What follows belongs to an exercise in optimizing a design on an open flow for a short achievable clock period and few clock cycles; a production flow would make more cautious choices.
At most, simulation tests tie the RTL to the original design; equivalence was not proved.
Function not checked in run 1: the RTL went through the layout flow alone.
Power is estimated from default activity; no workload was simulated.

### config.mk
export PLATFORM = sky130hd
export DESIGN_NAME = trc3_core
export DESIGN_NICKNAME = trc3_core
export VERILOG_FILES = /design/flow/design.v
export SDC_FILE = /design/flow/constraint.sdc
export NUM_CORES = 4
export LEC_CHECK = 0
export ABC_CLOCK_PERIOD_IN_PS = 2500
export CAP_MARGIN = 20
export CELL_PAD_IN_SITES_DETAIL_PLACEMENT = 1
export CELL_PAD_IN_SITES_GLOBAL_PLACEMENT = 2
export CORE_MARGIN = 2
export CORE_UTILIZATION = 40
export PLACE_DENSITY = 0.6
export SETUP_SLACK_MARGIN = 4.0
export SLEW_MARGIN = 20
export TNS_END_PERCENT = 5
### constraint.sdc
create_clock -name core_clock -period 7.0 [get_ports {clk}]
set_input_delay 1.4000 -clock core_clock [delete_from_list [all_inputs] [get_ports {clk}]]
set_output_delay 1.4000 -clock core_clock [all_outputs]
set_load 0.01 [all_outputs]
### design.v
module trc3_alu (
    input  wire [7:0] fn,
    input  wire [7:0] a,
    input  wire [7:0] b,
    output wire [7:0] result,
    output wire       carry,
    output wire       zero
);
    wire f_add = fn[0], f_sub = fn[1], f_xor = fn[2], f_xno = fn[3];
    wire f_ior = fn[4], f_nor = fn[5], f_and = fn[6], f_rsh = fn[7];
    wire [8:0] sum  = {1'b0, a} + {1'b0, b};
    wire [8:0] diff = {1'b0, a} + {1'b0, ~b} + 9'd1;
    wire [7:0] x    = a ^ b;
    wire [7:0] o    = a | b;
    wire [7:0] n    = a & b;
    wire       eq   = (x == 8'd0);
    wire       z_add = (&(x[7:1] ~^ o[6:0])) & ~x[0];
    wire       z_rsh = (&(x[7:2] ~^ o[6:1])) & (x[1] == (a[0] & b[0]));
    assign result = ({8{f_add}} & sum[7:0])
                  | ({8{f_sub}} & diff[7:0])
                  | ({8{f_xor}} & x)
                  | ({8{f_xno}} & ~x)
                  | ({8{f_ior}} & o)
                  | ({8{f_nor}} & ~o)
                  | ({8{f_and}} & n)
                  | ({8{f_rsh}} & {1'b0, sum[7:1]});
    assign carry  = ((f_add | f_xno | f_rsh) & sum[8])
                  | (f_sub & diff[8])
                  | (f_xor & diff[8] & ~eq);
    assign zero   = (f_add & z_add)
                  | ((f_sub | f_xor) & eq)
                  | (f_xno & (x == 8'hFF))
                  | (f_ior & (o == 8'd0))
                  | (f_nor & (o == 8'hFF))
                  | (f_and & (n == 8'd0))
                  | (f_rsh & z_rsh);
endmodule
module trc3_stack (
    input  wire        clk,
    input  wire        rst,
    input  wire        push,
    input  wire        pop,
    input  wire        kill,
    input  wire [9:0]  push_addr,
    input  wire [31:0] push_oh,      
    input  wire [15:0] push_word,
    input  wire        push_wv,
    output wire [9:0]  top,
    output wire [15:0] top_word,
    output wire        top_wv,
    output reg  [31:0] top_oh,
    output wire        empty
);
    reg [9:0]  s [0:15];
    reg [15:0] w [0:15];
    reg [15:0] wv;
    reg [15:0] nz;
    integer i;
    always @(posedge clk) begin
        if (rst) begin
            for (i = 0; i < 16; i = i + 1)
                s[i] <= 10'd0;
            nz     <= 16'd0;
            wv     <= 16'd0;
            top_oh <= 32'd1;
        end else if (kill) begin
            wv     <= 16'd0;
        end else if (push) begin
            for (i = 15; i > 0; i = i - 1) begin
                s[i] <= s[i-1];
                w[i] <= w[i-1];
            end
            s[0]   <= push_addr;
            w[0]   <= push_word;
            nz     <= {nz[14:0], |push_addr};
            wv     <= {wv[14:0], push_wv};
            top_oh <= push_oh;
        end else if (pop) begin
            for (i = 0; i < 15; i = i + 1) begin
                s[i] <= s[i+1];
                w[i] <= w[i+1];
            end
            s[15]  <= 10'd0;
            nz     <= {1'b0, nz[15:1]};
            wv     <= {1'b0, wv[15:1]};
            top_oh <= 32'd1 << s[1][4:0];
        end
    end
    assign top      = s[0];
    assign top_word = w[0];
    assign top_wv   = wv[0];
    assign empty    = ~|nz;
endmodule
module trc3_regfile (
    input  wire       clk,
    input  wire       rst,
    input  wire [2:0] ra,
    input  wire [2:0] rb,
    input  wire [2:0] rc,
    output wire [7:0] da,
    output wire [7:0] db,
    output wire [7:0] dc,
    input  wire       we,
    input  wire [2:0] wa,
    input  wire [7:0] wd
);
    reg [7:0] x [1:7];
    integer i;
    always @(posedge clk) begin
        if (rst) begin
            for (i = 1; i < 8; i = i + 1)
                x[i] <= 8'd0;
        end else if (we && wa != 3'd0) begin
            x[wa] <= wd;
        end
    end
    assign da = (ra == 3'd0) ? 8'd0 : x[ra];
    assign db = (rb == 3'd0) ? 8'd0 : x[rb];
    assign dc = (rc == 3'd0) ? 8'd0 : x[rc];
endmodule
module trc3_core (
    input  wire        clk,
    input  wire        rst,
    output reg         mem_req,
    output reg         mem_we,
    output reg  [10:0] mem_addr,
    output reg  [7:0]  mem_wdata,
    input  wire        mem_ready,
    input  wire [7:0]  mem_rdata,
    output wire        gpi_req,
    output wire [2:0]  gpi_port,
    input  wire        gpi_valid,
    input  wire [7:0]  gpi_data,
    output wire        gpo_valid,
    output wire [2:0]  gpo_port,
    output wire [7:0]  gpo_data,
    output wire        bell,
    output wire        halted,
    output wire        faulted,
    output wire [2:0]  fault_code,
    output wire [10:0] pc_out
);
    localparam OP_NOP = 5'd0,  OP_HLT = 5'd1,  OP_ADD = 5'd2,  OP_ADI = 5'd3;
    localparam OP_SUB = 5'd4,  OP_XOR = 5'd5,  OP_XNO = 5'd6,  OP_IOR = 5'd7;
    localparam OP_NOR = 5'd8,  OP_AND = 5'd9,  OP_NAN = 5'd10, OP_RSH = 5'd11;
    localparam OP_LDI = 5'd12, OP_JMP = 5'd13, OP_BEQ = 5'd14, OP_BNE = 5'd15;
    localparam OP_BGT = 5'd16, OP_BLT = 5'd17, OP_CAL = 5'd18, OP_RET = 5'd19;
    localparam OP_REA = 5'd20, OP_STO = 5'd21, OP_GPI = 5'd22, OP_GPO = 5'd23;
    localparam OP_BEL = 5'd24, OP_PAS = 5'd25, OP_PAG = 5'd26;
    localparam F_NONE     = 3'd0;
    localparam F_ILLEGAL  = 3'd1;
    localparam F_RESERVED = 3'd2;
    localparam F_DATAADDR = 3'd3;
    localparam F_PAGE     = 3'd4;
    function [31:0] onehot;
        input [4:0] i;
        onehot = 32'd1 << i;
    endfunction
    function [31:0] rotl1;
        input [31:0] v;
        rotl1 = {v[30:0], v[31]};
    endfunction
    function [31:0] rotl2;
        input [31:0] v;
        rotl2 = {v[29:0], v[31:30]};
    endfunction
    reg [15:0] c_data [0:31];
    reg [4:0]  c_tag  [0:31];
    reg [31:0] c_val;
    reg [31:0] c_fold;          
    reg [1:0]  c_cnt  [0:31];   
    reg [15:0] c_tw   [0:31];   
    reg [31:0] c_tv;            
    reg [7:0]  code_pg;         
    reg [10:0] pc_d;        
    reg [31:0] oh1;         
    reg [15:0] ir;
    reg [31:0] oht;         
    reg        ir_v;        
    reg        ir_main;     
    reg        f_act;
    reg [9:0]  f_pc;
    reg        f_hi;        
    reg [7:0]  f_lo;
    reg [2:0]  f_n;
    reg        pend;
    reg [3:0]  pend_m;      
    reg [4:0]  pend_bi;     
    reg        pend_bad;    
    reg        pend_dir_r;  
    reg [10:0] alt_pc;
    reg [31:0] alt_oh1, alt_oht;
    reg [15:0] alt_w;
    reg        alt_v, alt_main;
    reg        upd_v;
    reg [4:0]  upd_bi;
    reg        upd_t;
    reg        e_valid;
    reg [10:0] e_pc;
    reg [7:0]  e_a, e_b, e_c;   
    reg [7:0]  e_fn;            
    reg [2:0]  e_dst;
    reg        e_wr;            
    reg        e_flg;           
    reg        e_rea, e_sto, e_gpi, e_gpo, e_bel, e_pas, e_pag, e_hlt;
    reg [2:0]  e_fpre;          
    reg [2:0]  e_off;           
    reg [2:0]  e_phi;           
    reg [7:0]  e_addr;          
    reg        e_dflt;          
    reg        we_r;            
    reg [10:0] maddr_r;         
    reg        flag_c, flag_z;
    reg [2:0]  page;
    reg        fault_r;
    reg [2:0]  fcode;
    wire e_act  = e_valid && !fault_r;
    wire e_mem  = e_rea || e_sto;
    wire [7:0] alu_r;
    wire       alu_c, alu_z;
    trc3_alu u_alu (
        .fn(e_fn), .a(e_a), .b(e_b),
        .result(alu_r), .carry(alu_c), .zero(alu_z)
    );
    wire       e_pflt  = e_pas && (e_b[7:3] != 5'd0);
    wire       e_dfl   = e_mem && e_dflt;
    wire       e_fault = (e_fpre != F_NONE) || e_dfl || e_pflt;
    wire e_stall = e_act && ((e_mem && !mem_ready) || (e_gpi && !gpi_valid));
    wire e_halt  = e_hlt;
    wire e_ok    = e_act && !e_stall && !e_fault;
    wire [7:0] e_res = ({8{e_rea}} & mem_rdata)
                     | ({8{e_gpi}} & gpi_data)
                     | ({8{e_pag}} & {5'd0, page})
                     | alu_r;
    wire [10:0] st_addr  = {page, e_addr};
    wire        conflict = e_act && e_sto && code_pg[page];
    wire       d_end   = pc_d[10];
    wire       d_valid = ir_v || d_end;
    wire [4:0] op      = ir[15:11];
    wire [2:0] fa      = ir[8:6];
    wire [2:0] fb      = ir[5:3];
    wire [2:0] fc      = ir[2:0];
    wire [7:0] imm8    = ir[10:3];
    wire [9:0] tgt     = ir[10:1];
    reg [10:0] rsv_mask;
    always @* begin
        case (op)
            OP_NOP, OP_HLT, OP_RET, OP_BEL:                 rsv_mask = 11'h7FF;
            OP_ADD, OP_SUB, OP_XOR, OP_XNO, OP_IOR, OP_NOR,
            OP_AND, OP_NAN, OP_RSH, OP_REA, OP_STO:         rsv_mask = 11'h600;
            OP_ADI, OP_LDI:                                 rsv_mask = 11'h000;
            OP_JMP, OP_BEQ, OP_BNE, OP_BGT, OP_BLT, OP_CAL: rsv_mask = 11'h001;
            OP_GPI:                                         rsv_mask = 11'h7C0;
            OP_GPO:                                         rsv_mask = 11'h607;
            OP_PAS:                                         rsv_mask = 11'h0C7;
            OP_PAG:                                         rsv_mask = 11'h7F8;
            default:                                        rsv_mask = 11'h000;
        endcase
    end
    wire       d_illegal  = !d_end && (op > 5'd26);
    wire       d_reserved = !d_end && |(ir[10:0] & rsv_mask);
    wire [2:0] d_fpre     = d_illegal ? F_ILLEGAL : d_reserved ? F_RESERVED : F_NONE;
    wire       d_ok       = !d_end && !d_illegal && !d_reserved;
    wire d_is_alu = (op == OP_ADD) || (op >= OP_SUB && op <= OP_RSH);
    wire d_wr_op  = d_is_alu || op == OP_ADI || op == OP_LDI || op == OP_PAG ||
                    op == OP_GPI || op == OP_REA;
    wire [7:0] d_fn = {op == OP_RSH, op == OP_AND, op == OP_NOR || op == OP_NAN,
                       op == OP_IOR || op == OP_LDI, op == OP_XNO, op == OP_XOR,
                       op == OP_SUB, op == OP_ADD || op == OP_ADI};
    wire [2:0] d_ra = (op == OP_ADI) ? fc : fa;
    wire [7:0] rf_a, rf_b, rf_c;
    wire       rf_we = e_wr && !e_stall && !e_fault;
    trc3_regfile u_rf (
        .clk(clk), .rst(rst),
        .ra(d_ra), .rb(fb), .rc(fc),
        .da(rf_a), .db(rf_b), .dc(rf_c),
        .we(rf_we), .wa(e_dst), .wd(e_res)
    );
    wire fwd_en = e_wr;
    wire [7:0] xa = (fwd_en && e_dst == d_ra) ? e_res : rf_a;
    wire [7:0] xb = (fwd_en && e_dst == fb)   ? e_res : rf_b;
    wire [7:0] xc = (fwd_en && e_dst == fc)   ? e_res : rf_c;
    wire [7:0] d_opa = (op == OP_LDI) ? 8'd0 : xa;
    wire [8:0] d_sum = {1'b0, rf_a} + {6'd0, fb};
    wire       d_mem = d_ok && (op == OP_REA || op == OP_STO);
    wire       d_haz = d_mem && fwd_en && e_dst == fa;
    wire [7:0] d_opb = (op == OP_ADI || op == OP_LDI) ? imm8 : xb;
    wire fz  = e_flg ? alu_z : flag_z;
    wire fcy = e_flg ? alu_c : flag_c;
    wire d_beq = !d_end && op == OP_BEQ;
    wire d_bne = !d_end && op == OP_BNE;
    wire d_bgt = !d_end && op == OP_BGT;
    wire d_blt = !d_end && op == OP_BLT;
    wire cond  = (d_beq & fz) | (d_bne & ~fz) | (d_bgt & fcy) | (d_blt & ~fcy);
    wire mis = pend_bad || (pend_m[3] & fz) || (pend_m[2] & ~fz) ||
                           (pend_m[1] & fcy) || (pend_m[0] & ~fcy);
    wire mis_r = pend_bad || (pend_m[3] & flag_z) || (pend_m[2] & ~flag_z) ||
                             (pend_m[1] & flag_c) || (pend_m[0] & ~flag_c);
    wire pend_take = pend_dir_r ^ mis;
    wire d_jmp = !d_end && (op == OP_JMP || op == OP_CAL);
    wire d_bcc = d_beq || d_bne || d_bgt || d_blt;
    wire d_ret = !d_end && (op == OP_RET);
    wire d_cal = !d_end && (op == OP_CAL);
    wire [9:0]  st_top;
    wire [15:0] st_word;
    wire        st_wv;
    wire [31:0] top_oh;
    wire        st_empty;
    wire taken = d_jmp || cond;
    wire use_r = d_ret && !st_empty;
    wire [10:0] pcp1_d = pc_d + 11'd1;
    wire [10:0] pcp2_d = pc_d + 11'd2;
    wire [31:0] oh2    = rotl1(oh1);
    wire [31:0] oh3    = rotl2(oh1);
    reg [15:0] w0, w1, w3, tw0;
    reg [4:0]  g0, g1, g3;
    reg        v0, v1, v3, fold0, tv0;
    reg [1:0]  cnt0;
    integer j;
    always @* begin
        w0 = 16'd0; w1 = 16'd0; w3 = 16'd0; tw0 = 16'd0;
        g0 = 5'd0; g1 = 5'd0; g3 = 5'd0;
        v0 = 1'b0; v1 = 1'b0; v3 = 1'b0; fold0 = 1'b0; tv0 = 1'b0;
        cnt0 = 2'd0;
        for (j = 0; j < 32; j = j + 1) begin
            w0     = w0     | ({16{oh1[j]}} & c_data[j]);
            g0     = g0     | ({5{oh1[j]}}  & c_tag[j]);
            v0     = v0     | (oh1[j] & c_val[j]);
            fold0  = fold0  | (oh1[j] & c_fold[j]);
            cnt0   = cnt0   | ({2{oh1[j]}}  & c_cnt[j]);
            tw0    = tw0    | ({16{oh1[j]}} & c_tw[j]);
            tv0    = tv0    | (oh1[j] & c_tv[j]);
            w1     = w1     | ({16{oht[j]}} & c_data[j]);
            g1     = g1     | ({5{oht[j]}}  & c_tag[j]);
            v1     = v1     | (oht[j] & c_val[j]);
            w3     = w3     | ({16{oh2[j]}} & c_data[j]);
            g3     = g3     | ({5{oh2[j]}}  & c_tag[j]);
            v3     = v3     | (oh2[j] & c_val[j]);
        end
    end
    wire h0 = v0 && (g0 == pcp1_d[9:5]) && !pcp1_d[10];
    wire h1 = v1 && (g1 == tgt[9:5]);
    wire h3 = v3 && (g3 == pcp2_d[9:5]) && !pcp2_d[10];
    wire        f_jmp  = w0[15:11] == OP_JMP;
    wire        f_dir  = f_jmp || cnt0[1];
    wire        fold   = 1'b0;
    wire [31:0] f_toh  = onehot(w0[5:1]);
    wire [1:0]  f_ct   = w0[12:11] - 2'd2;          
    wire [3:0]  f_m    = (f_ct == 2'd0) ? {~f_dir, f_dir, 2'b00} :
                         (f_ct == 2'd1) ? {f_dir, ~f_dir, 2'b00} :
                         (f_ct == 2'd2) ? {2'b00, ~f_dir, f_dir} :
                                          {2'b00, f_dir, ~f_dir};
    localparam BW = 11 + 32 + 16 + 32 + 1 + 1;
    wire [BW-1:0] b_t  = {{1'b0, tgt}, rotl1(oht), w1, onehot(w1[5:1]), h1, 1'b1};
    wire [BW-1:0] b_r  = {{1'b0, st_top}, rotl1(top_oh), st_word, onehot(st_word[5:1]), st_wv, 1'b0};
    wire [BW-1:0] b_s0 = {pcp1_d, oh2, w0, onehot(w0[5:1]), h0, 1'b1};
    wire [BW-1:0] b_f1 = {{1'b0, w0[10:1]}, rotl1(f_toh), tw0, onehot(tw0[5:1]), tv0, 1'b0};
    wire [BW-1:0] b_f0 = {pcp2_d, oh3, w3, onehot(w3[5:1]), h3, 1'b1};
    wire [BW-1:0] b_rf = {pcp1_d, oh2, w0, onehot(w0[5:1]), 1'b0, 1'b0};
    wire [BW-1:0] b_alt = {alt_pc, alt_oh1, alt_w, alt_oht, alt_v, alt_main};
    wire [BW-1:0] b_s   = !fold ? b_s0 : f_dir ? b_f1 : b_f0;
    wire [BW-1:0] b_nt  = use_r ? b_r : b_s;
    wire          n_fold = !d_jmp && !use_r && fold && (!f_jmp || !h0);
    wire ended = fault_r || e_halt;
    wire d_stkw  = pend && (d_cal || d_ret) && e_flg;
    wire d_run   = !e_stall && !ended && !conflict;
    wire d_go    = d_valid && d_run && !d_haz && !d_stkw;
    wire issue   = d_go && !(pend && mis);
    trc3_stack u_stack (
        .clk(clk), .rst(rst),
        .push(d_go && d_cal && !(pend && mis_r)), .pop(d_go && use_r && !(pend && mis_r)),
        .kill(conflict),
        .push_addr(pcp1_d[9:0]), .push_oh(oh1), .push_word(w0), .push_wv(h0),
        .top(st_top), .top_word(st_word), .top_wv(st_wv), .top_oh(top_oh), .empty(st_empty)
    );
    wire [4:0]  f_id    = f_pc[4:0];
    wire        f_step  = f_act && !(e_act && e_mem) && mem_ready && !ended;
    wire        f_comp  = f_step && f_hi;
    wire        f_have  = c_val[f_id] && c_tag[f_id] == f_pc[9:5];
    wire        f_write = f_comp && !conflict && !f_have;
    wire        d_take  = f_comp && !conflict && !ir_v && !d_end && pc_d[9:0] == f_pc;
    wire [15:0] fw      = {mem_rdata, f_lo};
    wire [4:0]  fw_op   = fw[15:11];
    wire        fw_br   = fw_op >= OP_JMP && fw_op <= OP_BLT;
    wire        fw_back = fw[10:1] <= f_pc;
    wire [BW-1:0] b_cur  = {pc_d, oh1, ir, oht, ir_v, ir_main};
    wire [BW-1:0] b_fill = {pc_d, oh1, fw, onehot(fw[5:1]), 1'b1, 1'b1};
    wire [BW-1:0] b_keep = conflict ? {b_cur[BW-1:2], 1'b0, b_cur[0]} :
                           d_go ? b_nt :
                           d_take ? b_fill : b_cur;
    wire [BW-1:0] b_mis  = conflict ? {b_alt[BW-1:2], 1'b0, b_alt[0]} :
                           d_run ? b_alt : b_cur;
    wire          sel_m  = pend && mis;
    wire          sel_t  = !sel_m && d_go && taken;
    wire          sel_k  = !sel_m && !(d_go && taken);
    wire [BW-1:0] b_nx   = ({BW{sel_m}} & b_mis) | ({BW{sel_t}} & b_t) | ({BW{sel_k}} & b_keep);
    wire          recover = d_run && sel_m;
    wire [10:0] pc_nx = b_nx[BW-1 -: 11];
    reg        fc_act, fc_hi;
    reg [9:0]  fc_pc;
    reg [2:0]  fc_n;
    always @* begin
        fc_act = f_act;
        fc_pc  = f_pc;
        fc_hi  = f_hi;
        fc_n   = f_n;
        if (conflict) begin
            fc_act = 1'b0;
        end else if (f_comp) begin
            fc_act = f_n != 3'd0 && f_pc != 10'd1023 && !f_have;
            fc_pc  = f_pc + 10'd1;
            fc_hi  = 1'b0;
            fc_n   = f_n - 3'd1;
        end else if (f_step) begin
            fc_hi  = 1'b1;
        end
    end
    wire       f_cov1 = fc_act && (f_comp ? (f_pc + 10'd1 == pcp1_d[9:0]) : (f_pc == pcp1_d[9:0]));
    wire       f_seq  = d_go && sel_k && !use_r && !fold && !h0 && !pcp1_d[10] && !f_cov1;
    wire       f_reg  = !ir_v && !d_end && !(f_act && f_pc == pc_d[9:0]);
    wire       f_new  = f_seq || f_reg;
    wire       fn_act = f_new || fc_act;
    wire [9:0] fn_pc  = f_seq ? pcp1_d[9:0] : f_reg ? pc_d[9:0] : fc_pc;
    wire       fn_hi  = f_new ? 1'b0 : fc_hi;
    wire [2:0] fn_n   = f_new ? 3'd7 : fc_n;
    always @* begin
        mem_req   = 1'b1;
        mem_we    = we_r;
        mem_addr  = maddr_r;
        mem_wdata = e_c;
    end
    assign gpi_req   = e_gpi;
    assign gpi_port  = e_off;
    assign gpo_valid = e_gpo;
    assign gpo_port  = e_off;
    assign gpo_data  = e_a;
    assign bell      = e_bel;
    assign halted     = e_halt;
    assign faulted    = fault_r;
    assign fault_code = fcode;
    assign pc_out     = e_pc;
    wire [4:0] id = pc_d[4:0];
    always @(posedge clk) begin
        if (rst) begin
            c_val   <= 32'd0;
            c_tv    <= 32'd0;
            c_fold  <= 32'd0;
            code_pg <= 8'd0;
            pc_d    <= 11'd0;
            oh1     <= 32'd2;
            ir_v    <= 1'b0;
            ir_main <= 1'b0;
            f_act   <= 1'b1;
            f_pc    <= 10'd0;
            f_hi    <= 1'b0;
            f_n     <= 3'd7;
            pend    <= 1'b0;
            upd_v   <= 1'b0;
            e_valid <= 1'b0;
            e_wr    <= 1'b0;
            e_flg   <= 1'b0;
            e_rea   <= 1'b0;
            e_sto   <= 1'b0;
            e_gpi   <= 1'b0;
            e_gpo   <= 1'b0;
            e_bel   <= 1'b0;
            e_pas   <= 1'b0;
            e_pag   <= 1'b0;
            e_hlt   <= 1'b0;
            flag_c  <= 1'b0;
            flag_z  <= 1'b0;
            page    <= 3'd0;
            fault_r <= 1'b0;
            we_r    <= 1'b0;
            maddr_r <= 11'd0;
            fcode   <= F_NONE;
        end else begin
            if (e_act && !e_stall && e_fault) begin
                fault_r <= 1'b1;
                fcode   <= (e_fpre != F_NONE) ? e_fpre : e_dfl ? F_DATAADDR : F_PAGE;
            end
            if (e_flg) begin
                flag_c <= alu_c;
                flag_z <= alu_z;
            end
            if (e_ok && e_pas)
                page <= e_phi | e_b[2:0];
            if (e_ok && e_sto && c_tag[st_addr[5:1]] == st_addr[10:6])
                c_val[st_addr[5:1]] <= 1'b0;
            if (conflict)
                c_tv <= 32'd0;
            if (!e_stall && !ended && !(e_act && e_fault)) begin
                e_valid <= issue;
                e_wr  <= issue && d_ok && d_wr_op && fc != 3'd0;
                e_flg <= issue && d_ok && d_is_alu;
                e_rea <= issue && d_ok && op == OP_REA;
                e_sto <= issue && d_ok && op == OP_STO;
                e_gpi <= issue && d_ok && op == OP_GPI;
                e_gpo <= issue && d_ok && op == OP_GPO;
                e_bel <= issue && d_ok && op == OP_BEL;
                e_pas <= issue && d_ok && op == OP_PAS;
                e_pag <= issue && d_ok && op == OP_PAG;
                e_hlt <= issue && (d_end || (d_ok && op == OP_HLT));
                if (d_go) begin
                    e_pc   <= pc_d;
                    e_a    <= d_opa;
                    e_b    <= d_opb;
                    e_c    <= xc;
                    e_fn   <= d_fn;
                    e_dst  <= fc;
                    e_fpre <= d_fpre;
                    e_off  <= fb;
                    e_phi  <= ir[10:8];
                    e_addr <= d_sum[7:0];
                    e_dflt <= d_sum[8];
                end
            end
            if (e_stall && e_mem) begin
            end else if (ended || (e_act && e_fault)) begin
                we_r    <= 1'b0;
                maddr_r <= {fn_pc, fn_hi};
            end else if (issue && d_mem) begin
                we_r    <= op == OP_STO && !d_sum[8];
                maddr_r <= {(e_ok && e_pas) ? (e_phi | e_b[2:0]) : page, d_sum[7:0]};
            end else begin
                we_r    <= 1'b0;
                maddr_r <= {fn_pc, fn_hi};
            end
            {pc_d, oh1, ir, oht, ir_v, ir_main} <= b_nx;
            f_act   <= fn_act;
            f_pc    <= fn_pc;
            f_hi    <= fn_hi;
            f_n     <= fn_n;
            if (f_step && !f_hi)
                f_lo <= mem_rdata;
            if (f_act)
                code_pg[f_pc[9:7]] <= 1'b1;
            upd_v <= 1'b0;
            if (upd_v)
                c_cnt[upd_bi] <= upd_t ? ((c_cnt[upd_bi] == 2'd3) ? 2'd3 : c_cnt[upd_bi] + 2'd1)
                                       : ((c_cnt[upd_bi] == 2'd0) ? 2'd0 : c_cnt[upd_bi] - 2'd1);
            if (conflict) begin
                pend <= 1'b0;
            end else if (recover || d_go) begin
                if (pend && !pend_bad) begin
                    upd_v  <= 1'b1;
                    upd_bi <= pend_bi;
                    upd_t  <= pend_take;
                end else if (d_bcc && ir_main) begin
                    upd_v  <= 1'b1;
                    upd_bi <= id;
                    upd_t  <= cond;
                end
                if (recover) begin
                    pend <= 1'b0;
                end else begin
                    pend     <= n_fold && !cond;
                    pend_m   <= h0 ? f_m : 4'd0;
                    pend_dir_r <= f_dir;
                    pend_bi  <= pcp1_d[4:0];
                    pend_bad <= !h0;
                    {alt_pc, alt_oh1, alt_w, alt_oht, alt_v, alt_main} <= !h0 ? b_rf : f_dir ? b_f0 : b_f1;
                    if (!pend && ir_main && (d_jmp || d_bcc)) begin
                        c_tw[id]   <= w1;
                        c_tv[id]   <= h1;
                    end
                end
            end
            if (f_write) begin
                c_data[f_id] <= fw;
                c_tag[f_id]  <= f_pc[9:5];
                c_val[f_id]  <= 1'b1;
                c_tv[f_id]   <= 1'b0;
                c_fold[f_id] <= fw_br && !fw[0];
                c_cnt[f_id]  <= fw_back ? 2'd2 : 2'd1;
            end
        end
    end
endmodule
### run.sh
#!/bin/bash
# synth_recipe.tcl (not shown) runs the flow's synth.tcl, then flattens the netlist and writes it again
# the make line also repeats each setting of config.mk as NAME=value (left out here)
make -C /OpenROAD-flow-scripts/flow DESIGN_CONFIG=/design/flow/config.mk WORK_HOME=/design/flow/orfs CLKGATE_MAP_FILE= SYNTH_SCRIPT=/design/flow/synth_recipe.tcl finish
==> results of run 1 <==
[layout make-up]
class	instances	area, sq um	share of cell area [%]
Tap cell	2325	2910	3.38
Antenna cell	9	22.5	0.0262
Clock inverter	100	1120	1.30
Clock buffer	216	4490	5.22
Inverter	69	259	0.301
Sequential cell	1482	40800	47.5
Timing Repair Buffer	624	7110	8.27
Multi-Input combinational cell	4263	29200	34.0
[cell families after synthesis]
logic type                 after synthesis
DFF                                   1482
adders and majority gates               48
AOI/OAI and AO/OA                     1533
buffers and inverters                  583
and+or+nand+nor                       2261
other                                    2
xor gates and xnor gates               113
muxes                                  293
[synthesized netlist by cell type (all sizes together) (7+ instances only)]
master / number / area share, %
nand2: 1275 / 6.8
edfxtp: 1110 / 48
a22oi: 539 / 5.8
nor2: 481 / 2.6
clkbuf: 409 / 2.2
dfxtp: 372 / 11
a311oi: 175 / 2.2
mux2i: 157 / 2.2
a21oi: 149 / 1.1
nand4: 148 / 1.3
o21ai: 125 / 0.90
a221oi: 122 / 1.5
a22o: 120 / 1.5
mux4: 108 / 3.5
buf: 105 / 0.71
a211oi: 80 / 0.86
o22ai: 77 / 0.69
nand3: 76 / 0.54
nor3: 72 / 0.51
xnor2: 71 / 0.89
inv: 69 / 0.37
o211ai: 46 / 0.49
ha: 45 / 0.80
xor2: 42 / 0.52
nor4: 33 / 0.29
mux2: 28 / 0.45
or4: 27 / 0.29
nor2b: 24 / 0.21
nand2b: 21 / 0.19
and3: 18 / 0.16
a31oi: 16 / 0.14
and2: 15 / 0.13
nor3b: 11 / 0.12
a32oi: 10 / 0.12
o22a: 10 / 0.12
or3: 10 / 0.089
nand3b: 9 / 0.096
o31ai: 8 / 0.12
or2: 8 / 0.071
a21o: 7 / 0.075
nand4b: 7 / 0.087
o21bai: 7 / 0.075
[per-stage QoR]
stage	area, sq um	hold slack [ns]
2_1_floorplan	70200	0.403
3_3_place_gp	74400	0.436
3_5_place_dp	74500	0.435
4_1_cts	83000	0.458
5_1_grt	85900	0.476
6_report	86000	0.454
[path summary, 6_finish.rpt]
check | start | to | slack [ns] | cells past startpoint
max | register | rsv_mask[0] | 2.98 | 9
min | u_stack.w[14][4] | u_stack.w[15][4] | 0.45 | 0
min reg2reg | u_stack.w[14][4] | u_stack.w[15][4] | 0.45 | 0
max reg2reg | register | rsv_mask[0] | 2.98 | 9
[sequential cells by signal, summed over array words and instances (netlist names), 6 cells and up, named ones only]
name,cells
u_stack.wv,16
u_stack.nz,16
e_fn,8
e_c,8
u_stack.w,256
f_pc,10
c_val,32
u_stack.s,160
e_a,8
c_tag,160
u_stack.top_oh,32
maddr_r,11
c_data,512
code_pg,8
e_pc,11
e_addr,7
u_rf.x,64
rsv_mask,6
f_lo,8
ir,11
e_b,8
[power by group]
group	internal [W]	leakage, nW	switching (W)	total (W)
sequential	0.00986	13.2	0.000500	0.0104
clock	0.00509	2.73	0.00401	0.00911
combinational	0.00273	14.1	0.00502	0.00775
total	0.0177	30.0	0.00953	0.0272
[routing by layer]
metal | share of wire (%) | wire length (microns)
met4 | 6.4 | 22000
met5 | 0.048 | 166
met1 | 39 | 136000
met2 | 42 | 143000
met3 | 12 | 42400
[critical path, stage by stage, from the launching register on]
cell       delay (ns)
edfxtp_1         0.74
buf_4            0.39
a22o_1           0.26
a221oi_1         0.51
nand4_1          0.52
nor4_4           0.42
mux2i_2          0.19
a22oi_1          0.49
o2111ai_1        0.22
o211ai_1         0.14
[what timing repair did]
action | in CTS | in global routing
buffers inserted | 121 | 115
resized for setup | 271 | 318
setup endpoints to repair | 1866 | 1869
cloned | 16 | 32
hold buffers | 0 | 0
pin swaps | 50 | 77
==> out/metrics.csv, run 1 <==
metric,value,unit
drt total wl,343,mm
status,timing/DRC/antenna clean,
cells after synthesis,6315,
pwr/cell area,317,nW/um^2
clk latency of the worst-skew pair,0.87,ns
Port Buffers,72,
async set-reset flop share out of synthesis,0,%
clk root buf,clkbuf_16,
Worst setup EP type,register,
vias in the first global route,58700,
Max rail drop VDD,0.221,mV
die area,179000,sq um
Crit path arrival time,4.77,ns
Final ANT Viol Nets,0,
Post-Syn Area,70100,sq um
Pwr Total,0.0272,W
final cycle utilization of the critical path,57.4,%
Tightest Pin Transition,1.10,ns
final hold viol count,0,
post-synth cell types,80,
RD Place Congestion,0.989,
mean post-synth cell area,11.1,sq um
first-pass detailed-route iteration total,8,
fraction of the mapped netlist area in compound gates,16.2,%
fin crit period,4.02,ns
Rel. slew slack,26.5,%
CTS Buffer Depth,3,
"EDFF count, synth",1110,
Avg WL per Cell,37.8,microns
htree depth,4,
fin cells,9088,
largest net degree at the start of global routing,191,
"Most Used Layer, Global Route",met2,
vias per std cell,6.71,
Num CTS Buffers,169,
via count,61000,
die width,423,microns
post-place setup slack,1.22,ns
IO Count,74,
clk slew on worst S/H paths,0.06,ns
setup TNS,0,ns
Overflow after GRT,0,
"commonest non-fill, non-tap cell in the layout",nand2_1,
crit start category,register,
RSZ-0062 raised after global routing,true,
Initial Utilization,40.3,%
met1 Use GR,49.0,%
post-synthesis sequential area ratio,58.2,%
Hold Path Class,reg -> reg,
Critical Path RT,7.76,ns
Synth warnings,5,
final setup fails,0,
Worst Skew,0.0575,ns
CP Class,reg -> reg,
final design utilization,49.4,%
chip height,423,microns
largest family of logic cells by synthesized area,compound AO/OA/AOI/OAI gates,
Final Max Slew Viols,0,
first-pass GRT wire length,464,mm
1st-iter DRT viols,9254,
TritonCTS clock tree,built,
clock sinks,1482,
placed cell count,8478,
XOR/XNOR Fraction of Synth Area,1.41,%
layout cells sized above 1,19.0,%
Nets,6677,
Synth-to-Final Area Change,22.6,%
Most used DFF post-synth,edfxtp_1,
area share of fa/ha/maj cells after synthesis,0.889,%
mux share of post-synthesis cell area,6.17,%
leakage,30.0,nW
most frequent cells in the layout,"nand2_1 (1,253), edfxtp_1 (1,110), a22oi_1 (531), nor2_1 (427), buf_4 (350)",
"FF+latch count, synth",1482,
# fillers,18000,
Core ar.,174000,sq um
global routing met2 resource utilization,51.4,%
maxcap violations,0,
grt met3 use,12.3,%
FP Rows,153,
# DRC,0,
post-DP HPWL,211,mm
Synth Area in Simple Gates,13.9,%
fmax,249,MHz
initial antenna violation count,22,
slack of the critical path,2.98,ns
worst-path fanout max,11,
GRT Util Overall,36.4,%
==> run 2: changes to the inputs <==
--- a/design.v
+++ b/design.v
@@ -343,7 +343,7 @@
     wire h3 = v3 && (g3 == pcp2_d[9:5]) && !pcp2_d[10];
     wire        f_jmp  = w0[15:11] == OP_JMP;
     wire        f_dir  = f_jmp || cnt0[1];
-    wire        fold   = 1'b0;
+    wire        fold   = fold0 && !pcp1_d[10] && !pcp2_d[10] && (!f_dir || tv0);
     wire [31:0] f_toh  = onehot(w0[5:1]);
     wire [1:0]  f_ct   = w0[12:11] - 2'd2;          
     wire [3:0]  f_m    = (f_ct == 2'd0) ? {~f_dir, f_dir, 2'b00} :
==> run 2 against run 1 <==
Still clean on timing, DRC and antenna. Combinational power grew to 3.1 times the previous value. Power grew 100%. Sequential share of layout area fell by 0.83 points. Synthesized cell count up 60%. Cell count is 58% higher. Fmax is 5.0% lower. Wire length up 89%. Clock skew is 0.045 ns higher. Clock power increased by 56%.
==> out/metrics.csv, run 2 <==
metric,value,unit,change
status,timing/DRC/antenna clean,,
IO Count,74,,unchanged
Crit path arrival time,5.03,ns,+0.26 ns
most frequent cells in the layout,"edfxtp_1 (1,796), nand2_1 (1,716), a22oi_1 (1,150), buf_4 (677), nor2_1 (641)",,
mean post-synth cell area,10.8,sq um,-2.4%
clk slew on worst S/H paths,0.06,ns,about the same
Synth-to-Final Area Change,22.9,%,
clk latency of the worst-skew pair,0.98,ns,+0.11 ns
ranking of synthesized cells by area,"edfxtp_1 (49%), dfxtp_1 (8.1%), a22oi_1 (8.1%)",,
RD Place Congestion,1.04,,+5.7%
Post-Syn Area,110000,sq um,+57%
final setup fails,0,,unchanged
# fillers,28300,,+58%
cell taking the most area after synthesis,edfxtp_1,,
chip height,528,microns,+25%
CTS Hold Bufs,0,,unchanged
Critical Path RT,7.80,ns,+0.04 ns
clk root buf,clkbuf_16,,
Num CTS Buffers,264,,+56%
"EDFF count, synth",1796,,+62%
fin cells,14400,,+58%
"commonest non-fill, non-tap cell in the layout",edfxtp_1,,
CTS Buffer Depth,4,,+1
clock sinks,2240,,+51%
GRT Util Overall,44.7,%,+8.3 points
register area,63000,sq um,+54%
RSZ-0062 raised after global routing,true,,
Port Buffers,72,,unchanged
post-synthesis sequential area ratio,57.3,%,-0.93 points
post-synth top area share,49.2,%,+1.6 points
"FF+latch count, synth",2240,,+51%
Most used DFF post-synth,edfxtp_1,,
1st-iter DRT viols,18000,,+95%
first-pass GRT wire length,863,mm,+86%
drt total wl,648,mm,+89%
setup TNS,0,ns,unchanged
# DRC,0,,unchanged
"top cells by count, synth","edfxtp_1 (1,796), nand2_1 (1,754), a22oi_1 (1,179), nor2_1 (751), clkbuf_1 (665)",,
Synth warnings,5,,unchanged
Rel. slew slack,10.2,%,-16 points
fin crit period,4.23,ns,+0.210 ns
post-synth cell types,98,,+23%
placed cell count,13300,,+57%
Avg WL per Cell,45.0,microns,+19%
final hold viol count,0,,unchanged
Nets,10700,,+60%
pwr/cell area,404,nW/um^2,+28%
Max rail drop VDD,0.286,mV,+29%
Worst setup EP type,register,,
Worst Skew,0.103,ns,+0.0453 ns
vias per std cell,7.29,,+8.6%
Final Max Slew Viols,0,,unchanged
CP Class,reg -> reg,,
die width,528,microns,+25%
final cycle utilization of the critical path,60.4,%,+3.0 points
layout cells sized above 1,19.8,%,+0.79 points
Overflow after GRT,0,,unchanged
maxcap violations,0,,unchanged
FP Rows,192,,+25%
post-DP HPWL,394,mm,+86%
Hold Path Class,reg -> reg,,
first-pass detailed-route iteration total,11,,+3
Core ar.,273000,sq um,+57%
"count leader, synth",edfxtp_1,,
worst-path fanout max,13,,+2
htree depth,5,,+1
Multi-input gate area,46300,sq um,+58%
fmax,237,MHz,-5.0%
Initial Utilization,40.2,%,-0.11 points
crit start category,register,,
leakage,43.2,nW,+44%
largest net degree at the start of global routing,192,,+0.52%
vias in the first global route,100000,,+71%
Tightest Pin Transition,1.33,ns,+0.233 ns
biggest regs,"c_data x512, c_tw x512, u_stack.w x256",,
async set-reset flop share out of synthesis,0,%,unchanged
Final ANT Viol Nets,0,,unchanged
via count,105000,,+72%
cells after synthesis,10100,,+60%
die area,279000,sq um,+56%
initial antenna violation count,58,,+160%
TritonCTS clock tree,built,,
[run 2: power breakdown]
group / switching, W / leakage [nW] / total (W) / internal, W
Sequential: 0.000978 / 18.2 / 0.0160 / 0.0150
Clock: 0.00616 / 4.20 / 0.0142 / 0.00803
Combinational: 0.0167 / 20.8 / 0.0244 / 0.00770
Total: 0.0238 / 43.2 / 0.0546 / 0.0307
[run 2: worst max-delay path, stage by stage, from the launching register on]
cell,delay (ns)
dfxtp_4,0.36
buf_12,0.16
buf_16,0.21
a22oi_2,0.14
nand4_1,0.23
buf_4,0.22
buf_4,0.13
nor4_4,0.22
buf_6,0.28
o21a_4,0.37
inv_16,0.09
buf_8,0.16
o211ai_1,0.51
a311oi_1,0.20
a21oi_1,0.25
o221ai_2,0.19
mux2_4,0.28
[run 2: worst paths after layout]
check / startpoint / to / slack (ns) / cells past startpoint
hold reg to reg: u_stack.w[14][5] / u_stack.w[15][5] / 0.45 / 0
hold / removal: u_stack.w[14][5] / u_stack.w[15][5] / 0.45 / 0
setup reg to reg: oh1[28] / register / 2.77 / 16
setup / recovery: oh1[28] / register / 2.77 / 16
[run 2: cell type report]
type / count / area share (%)
clock buffers: 340 / 5.29
multi-input cells: 6884 / 34.3
repair inverters: 5 / 0.0455
repair buffers: 1076 / 8.87
well taps: 3589 / 3.33
inverters: 102 / 0.328
clock inverters: 132 / 1.08
diodes: 34 / 0.0631
flip-flops and latches: 2240 / 46.7
[run 2: timing repair]
item	in CTS	in global routing
setup buffers	354	144
endpoints found under the setup margin	3228	2942
gates resized for setup	563	333
pin swaps	117	102
cloned	52	19
[run 2: metal layers]
metal  track usage, %  share of wire, %  vias up
li1                 -                 -    40200
met1             55.1                36    52900
met2             63.5                41     8985
met3             16.2                14     2902
met4             34.1               9.6       33
met5            0.398             0.056        -
[run 2: kinds of logic (layout without fill, tap and decap cells)]
family,count (synthesis),after routing,share of synthesized area [%]
adders and majority gates,65,65,0.759
muxes,292,293,4.43
AOI/OAI and AO/OA,2847,2853,18.6
xor gates and xnor gates,134,134,1.07
and+or+nand+nor,3524,3530,14.2
other,2,43,0.00684
DFF,2240,2240,57.3
buffers and inverters,1021,1655,3.68
[run 2: stage by stage]
step	worst slack (ns)	area, sq um	power (W)	util [%]	hold slack [ns]
after global routing	2.77	135000	0.0547	49.4	0.469
after floorplan	0.293	110000	0.0249	-	0.403
after global placement	0.896	116000	0.0341	42.4	0.434
after CTS	3.07	132000	0.0515	48.2	0.442
final	2.77	135000	0.0546	49.4	0.453
after detailed placement	0.971	116000	0.0343	42.5	0.438
Testbench counts of run 2, summed over its fixed seeds: cycles 80,482.

[static timing again, ports no longer ideal]
Ports are ideal in the flow. The routed layouts listed here were re-timed in OpenROAD. Step 1: set_driving_cell puts a clkbuf_16 on clk and a buf_2 on each other input, an assumption about the parent block. Step 2 times the ports against the registers' clock, not the clock port: input delays grow and output delays shrink by t, the midpoint of the rising clock arrivals with the driver on. Three values: ideal ports, drivers, drivers and shift; two values: the first two.
run	t (ns)	setup WS [ns]	hold slack, ns	worst setup path at the end	pins driven straight from the clock port
run 1	0.932	2.983 / 2.983 / 2.415	0.454 / 0.454 / 0.454	input to register	1
run 2	1.033	2.773 / 2.773 / 2.045	0.453 / 0.453 / 0.453	input to register	1
After both steps setup and hold are still met in every run listed. The setup slack of run 2, which loses most, moves by 0.000 ns with the drivers and by -0.728 ns with both steps.
